This is an optimization exercise on Yosys and OpenROAD, whose aim is small area, a short achievable clock period and few clock cycles, not a production implementation. In this exercise RTL edits were held to simulation tests only and were not proved equivalent to the original. Power figures rest on the tool's default switching activity, not on a simulated workload.

===== flow/run.sh =====
#!/bin/bash
# synth_recipe.tcl (not shown) runs the flow's synth.tcl, then flattens the netlist and writes it again
# the make line also repeats each setting of config.mk as NAME=value (left out here)
make -C /OpenROAD-flow-scripts/flow DESIGN_CONFIG=/design/flow/config.mk WORK_HOME=/design/flow/orfs CLKGATE_MAP_FILE= SYNTH_SCRIPT=/design/flow/synth_recipe.tcl finish

===== flow/config.mk =====
export PLATFORM = sky130hd
export DESIGN_NAME = nbc_stream_enc
export DESIGN_NICKNAME = nbc_stream_enc
export VERILOG_FILES = /design/flow/design.v
export SDC_FILE = /design/flow/constraint.sdc
export NUM_CORES = 4
export LEC_CHECK = 0
export CAP_MARGIN = 20
export CORE_MARGIN = 2
export CORE_UTILIZATION = 40
export SLEW_MARGIN = 20

===== flow/constraint.sdc =====
create_clock -name core_clock -period 8.0 [get_ports {clk}]
set_input_delay 1.6000 -clock core_clock [delete_from_list [all_inputs] [get_ports {clk}]]
set_output_delay 1.6000 -clock core_clock [all_outputs]
set_load 0.01 [all_outputs]

===== flow/design.v =====
module nbc_stream_enc (
    input  wire        clk,
    input  wire        rst,
    input  wire        cmd_valid,
    output wire        cmd_ready,
    input  wire [31:0] cmd_count,
    input  wire [1:0]  cmd_mode,
    input  wire [63:0] cmd_acc,
    input  wire        in_valid,
    output wire        in_ready,
    input  wire [63:0] in_data,
    output reg         out_valid,
    input  wire        out_ready,
    output reg  [63:0] out_data,
    output reg  [3:0]  out_nbytes,
    output reg         out_last
);
    localparam MODE_RAW   = 2'd0;
    localparam MODE_DELTA = 2'd1;
    localparam MODE_XOR   = 2'd2;
    localparam S_IDLE    = 3'd0;
    localparam S_COUNT   = 3'd1;
    localparam S_COLLECT = 3'd2;
    localparam S_HDR     = 3'd3;
    localparam S_SLOT    = 3'd4;
    localparam S_PAD     = 3'd5;
    localparam S_FLUSH   = 3'd6;
    reg [2:0]   state;
    reg [31:0]  count;       
    reg [1:0]   mode;
    reg [63:0]  acc;         
    reg [63:0]  slot [0:7];
    reg [2:0]   idx;         
    reg [4:0]   blk_n;       
    reg [7:0]   blk_m;       
    reg [127:0] nib_acc;
    reg [4:0]   nib_cnt;
    assign cmd_ready = (state == S_IDLE);
    assign in_ready  = (state == S_COLLECT);
    wire out_free = !out_valid || out_ready;
    reg [63:0] t_val;
    always @(*) begin
        case (mode)
            MODE_DELTA: t_val = in_data - acc;
            MODE_XOR:   t_val = in_data ^ acc;
            default:    t_val = in_data;
        endcase
    end
    reg [7:0]  zmask;
    reg [63:0] or_all;
    reg [4:0]  width_n;
    integer j;
    always @(*) begin
        or_all = 64'd0;
        for (j = 0; j < 8; j = j + 1) begin
            zmask[j] = (slot[j] == 64'd0);
            or_all   = or_all | slot[j];
        end
        width_n = 5'd0;
        for (j = 0; j < 16; j = j + 1)
            if (or_all[4*j +: 4] != 4'd0)
                width_n = j + 1;
    end
    reg [63:0] app_val;
    reg [4:0]  app_nibs;
    always @(*) begin
        app_val  = 64'd0;
        app_nibs = 5'd0;
        case (state)
            S_COUNT: begin
                app_val  = {32'd0, count};
                app_nibs = 5'd8;
            end
            S_HDR: begin
                app_val  = {48'd0, zmask, 3'd0, width_n};
                app_nibs = 5'd4;
            end
            S_SLOT: begin
                app_val  = slot[idx];
                app_nibs = blk_m[idx] ? 5'd0 : blk_n;
            end
            S_PAD: begin
                app_val  = 64'd0;
                app_nibs = {4'd0, nib_cnt[0]};
            end
            default: ;
        endcase
    end
    wire [127:0] merged    = nib_acc | ({64'd0, app_val} << {nib_cnt, 2'b00});
    wire [5:0]   merged_nc = {1'b0, nib_cnt} + {1'b0, app_nibs};
    wire         emit_full = (merged_nc > 6'd16);
    wire appending = (state == S_COUNT) || (state == S_HDR) ||
                     (state == S_SLOT)  || (state == S_PAD);
    always @(posedge clk) begin
        if (rst) begin
            state     <= S_IDLE;
            count     <= 32'd0;
            mode      <= MODE_RAW;
            acc       <= 64'd0;
            idx       <= 3'd0;
            blk_n     <= 5'd0;
            blk_m     <= 8'd0;
            nib_acc   <= 128'd0;
            nib_cnt   <= 5'd0;
            out_valid <= 1'b0;
            out_data  <= 64'd0;
            out_nbytes <= 4'd0;
            out_last  <= 1'b0;
            for (j = 0; j < 8; j = j + 1)
                slot[j] <= 64'd0;
        end else begin
            if (out_valid && out_ready)
                out_valid <= 1'b0;
            case (state)
                S_IDLE: begin
                    if (cmd_valid) begin
                        count <= cmd_count;
                        mode  <= cmd_mode;
                        acc   <= cmd_acc;
                        state <= S_COUNT;
                    end
                end
                S_COLLECT: begin
                    if (in_valid) begin
                        slot[idx] <= t_val;
                        if (mode != MODE_RAW)
                            acc <= in_data;
                        count <= count - 32'd1;
                        if (count == 32'd1) begin
                            for (j = 0; j < 8; j = j + 1)
                                if (j > idx)
                                    slot[j] <= 64'd0;
                            state <= S_HDR;
                        end else if (idx == 3'd7) begin
                            state <= S_HDR;
                        end
                        idx <= idx + 3'd1;
                    end
                end
                S_FLUSH: begin
                    if (out_free) begin
                        out_valid  <= 1'b1;
                        out_data   <= nib_acc[63:0];
                        out_nbytes <= nib_cnt[4:1];
                        out_last   <= 1'b1;
                        nib_acc    <= 128'd0;
                        nib_cnt    <= 5'd0;
                        state      <= S_IDLE;
                    end
                end
                default: begin
                    if (appending && out_free) begin
                        if (emit_full) begin
                            out_valid  <= 1'b1;
                            out_data   <= merged[63:0];
                            out_nbytes <= 4'd8;
                            out_last   <= 1'b0;
                            nib_acc    <= merged >> 64;
                            nib_cnt    <= merged_nc[4:0] - 5'd16;
                        end else begin
                            nib_acc    <= merged;
                            nib_cnt    <= merged_nc[4:0];
                        end
                        case (state)
                            S_COUNT: begin
                                idx   <= 3'd0;
                                state <= (count == 32'd0) ? S_FLUSH : S_COLLECT;
                            end
                            S_HDR: begin
                                blk_n <= width_n;
                                blk_m <= zmask;
                                idx   <= 3'd0;
                                state <= S_SLOT;
                            end
                            S_SLOT: begin
                                idx <= idx + 3'd1;
                                if (idx == 3'd7)
                                    state <= S_PAD;
                            end
                            S_PAD: begin
                                idx   <= 3'd0;
                                state <= (count == 32'd0) ? S_FLUSH : S_COLLECT;
                            end
                            default: ;
                        endcase
                    end
                end
            endcase
        end
    end
endmodule

==> run summary <==
## flip-flops by register name, indices dropped and copies added (netlist names), named ones only
| name | flops |
|---|---|
| nib_acc | 128 |
| blk_m | 8 |
| mode | 2 |
| state | 3 |
| idx | 3 |
| blk_n | 5 |
| out_nbytes | 4 |
| out_last | 1 |
| out_valid | 1 |
| count | 32 |
| nib_cnt | 5 |
| out_data | 64 |
| acc | 64 |
| slot | 512 |
## power by group through the flow
stage / sequential (uW) / clock, uW / combinational [uW]
final: 5650 / 4530 / 7390
after global routing: 5720 / 4720 / 7940
after CTS: 5650 / 4570 / 7240
after detailed placement: 5740 / 0 / 7210
after global placement: 5720 / 0 / 7170
after floorplan: 5530 / 0 / 4770
## layout make-up
type / count / share of cell area (%)
Clock buffer: 122 / 4.75
Multi-Input combinational cell: 3588 / 43.0
Clock inverter: 50 / 1.22
Inverter: 115 / 0.809
Tap cell: 1524 / 3.56
Sequential cell: 835 / 40.8
Timing Repair Buffer: 332 / 5.89
## worst max path at each step
stage                                start                         to  cells past startpoint
global route         state[1]$_SDFFE_PP0P_   nib_acc[18]$_SDFFE_PP0P_                     13
finish               state[1]$_SDFFE_PP0P_   nib_acc[18]$_SDFFE_PP0P_                     13
global placement                in_data[0]  slot[5][56]$_SDFFCE_PN0P_                     15
detailed placement              in_data[0]  slot[5][56]$_SDFFCE_PN0P_                     15
floorplan           count[16]$_SDFFE_PP0P_   slot[6][0]$_SDFFCE_PN0P_                      7
CTS                             in_data[0]  slot[5][56]$_SDFFCE_PN0P_                     15
## worst max-delay path, cell delays in order (launching register included)
cell and delay (ps):
dfxtp_1 570, or3b_2 550, buf_4 290, a211oi_1 480
and2_1 280, ha_1 260, a21o_1 160, a21oi_1 230
xnor2_1 120, o41ai_1 510, nand2_1 620, nor2_2 950
nor2_1 530, o21ai_0 260
## cells in the final DEF, fill, tap and decap left out, types with 20 or more instances in the layout
master           synthesis  routed
a22o_1                  30      30
nand4_1                 86      86
edfxtp_1               512     512
a21oi_1                260     259
and3_1                  20      20
o21a_1                  21      21
xnor2_1                 27      27
clkbuf_16                0      94
o21ai_1                 33      33
nand2_1                469     462
o211ai_1                35      35
mux2i_1                 90      90
a311oi_1                71      71
mux2_2                  55      55
clkdlybuf4s50_1          0     237
o22ai_1                 33      33
and2_1                  28      28
ha_1                    76      74
dfxtp_1                323     315
o221ai_1                42      42
inv_1                  111     111
a211oi_1                80      80
o21ai_0                213     212
nor2_1                 895     888
a221oi_1                27      27
nor4_1                 146     140
nand3_1                 66      64
nor3_1                 169     168
mux4_2                 131     131
a31oi_1                 52      52
a22oi_1                 47      47
a21o_1                  60      58
or3_1                   22      22
buf_4                   12      88
## kinds of logic (layout without fill, tap and decap cells)
group           count (synthesis)  in the layout  share of synthesized area (%)
compound gates               1209           1209                           17.7
xor+xnor                       38             38                          0.714
fa+ha+maj                      78             78                           2.12
buf+inv                       463            619                           4.08
flops                         835            835                           46.8
mux                           276            276                           9.59
simple gates                 1987           1987                           18.9
## metrics by stage
step                      std cells  power, uW
after floorplan                4886      10300
after global placement         6390      12900
after detailed placement       6392      12900
after CTS                      6564      17500
after global routing           6566      18400
final                          6566      17600
## per-layer routing
metal	vias up	part of all wire, %
met5	-	0
met4	0	5.8
met3	431	8.8
met2	2298	46
met1	20400	39
li1	18600	-
==> flow_summary.yaml <==
setup_path:
  path_class: "flip-flop to flip-flop"
  worstPathArrival_ps: 6530
  cp-end-kind: "flip-flop"
  crit_path_start_kind: "flip-flop"
  rrSetupSlack_ps: 2060
  critPathRequiredTime_ps: 8580
  r2r-start: "state[1]$_SDFFE_PP0P_"
  worstPathMaxFanout: 39
  r2r_end: "nib_acc[18]$_SDFFE_PP0P_"
  reg2reg_depth: 13
clock_network:
  clockBufferDepth: 3
  cts_resized: 0
  cts_hold_buf: 0
  clock-sinks: 835
  htreeDepth: 3
  post-cts-setup-buffers: 0
  clock-root-buffer: "clkbuf_16"
  clk_pin_slew_worst_paths_ps: 60
  cts-buffers-inserted: 93
  clk_latency_ps: 720
  tritoncts: "done"
placed_design:
  dp_slack_ps: 1530
  place.port_buffers: 238
  dp_hpwl_mm: 129
  placed_cell_area_mm2: 0.0504
  gp_congestion: 1.01
yosys:
  async_flop_share_pct: 0
  syn-mean-instance-area_um2: 9.55
  synth_edf_count: 512
  synth.distinct_cells: 95
  ys_seq_area_share_pct: 46.8
  synth_most_common_cell: "nor2_1"
  yosysWarnings: 1
  synth_fp_nets: 5131
  synth_top_area_share_pct: 33.0
  syn_area_mm2: 0.0466
  synth_area_leaders: "edfxtp_1 (33%), dfxtp_1 (14%), nor2_1 (7.2%)"
  synth_ff_type: "edfxtp_1"
  synth_commonest_cells: "nor2_1 (895), edfxtp_1 (512), nand2_1 (469)"
  ys_ff_latch: 835
  synth_area_leader_cell: "edfxtp_1"
  postSynthCellCount: 4886
final_layout:
  utilization_pct: 46.3
  seq_area_mm2: 0.0219
  drive_gt1_share_pct: 10.4
  nets: 5210
  fillers: 11000
  n_antenna_cell: 0
  area_growth_pct: 15.0
  fin_area_mm2: 0.0536
  multi_input_area_mm2: 0.0231
floorplan:
  num_rows: 125
  die_x_um: 345
  start_util_pct: 40.2
  fp.dieH_um: 345
  ios: 239
  die-area_mm2: 0.119
  core_mm2: 0.116
power:
  seq_power_share_pct: 32.2
  power.internal_uw: 10300
  power_density_mw_per_mm2: 327
  ir_drop_mv: 0.219
  switching_share_pct: 41.6
  p_leak_uw: 0.0188
  p_clk_share_pct: 25.8
  power_frac_comb_pct: 42.1
  net-switching-power_uw: 7310
global_routing:
  grt_pass1_wl_mm: 262
  first_global_vias: 39200
  antenna_found_initial: 0
  gr-usage-met1_pct: 37.5
  grt_max_degree: 129
  grt_use_total_pct: 29.0
  grt.overflow.total: 0
  busiest_layer: "met2"
  grtUsageMet2_pct: 46.6
  gr-usage-met3_pct: 5.01
detailed_routing:
  drtIter0Drc: 4970
  firstDrtPassIters: 8
  vias_per_cell: 6.34
  vias: 41700
  avgRoutedWirePerCell_um: 27.3
  wl_mm: 179
  drtAntennaViolNets: 0
  drc_errors: 0
sta:
  rsz0062_at_grt: "no"
  period_minus_slack_ps: 5940
  clock_skew_ps: 62.3
  setup_viol: 0
  tightest_slew_ps: 1280
  whs_ps: 450
  fin_setup_tns_ps: 0
  fmax_mhz: 168
  hold_violations: 0
  fin_crit_sh_pct: 74.3
  slew_headroom_pct: 13.6
  layout_setup_ws_ps: 2060
  maxSlewViolCount: 0
min_path:
  hold_path.startpoint: "nib_acc[90]$_SDFFE_PP0P_"
  hold_path_class: "flip-flop to flip-flop"
  hold_depth: 2
  hold_path_end: "nib_acc[90]$_SDFFE_PP0P_"
run:
  maxCapViolations: 0
status:
  outcome: "complete, no violations"
Testbench counts, summed over its fixed seeds: cycles 34,553.

==> separate check: timing with driven ports <==
How much do the figures lean on ideal ports? The routed layout below was timed once more, with nothing changed but the port constraints. Step 1: set_driving_cell puts a clkbuf_16 on clk and a buf_2 on each other input, an assumption about the parent block. Step 2 adds t to the input delays and takes it off the output delays; t is the mean of the earliest and latest rising clock arrival at the registers after step 1. Input paths then give back, and output paths get back, about the clock's delay inside the block. a / b / c = no drivers / after step 1 / after step 2; a / b = the first two.
t (ns): 0.760
setup WS [ns]: 2.056 / 2.056 / 1.587
latest minus earliest clock arrival (ns): 0.062 / 0.063
worst data-port slew with drivers (ns): 0.06
After both steps setup and hold are still met in this run. The setup slack of this run moves by 0.000 ns with the drivers and by -0.469 ns with both steps.
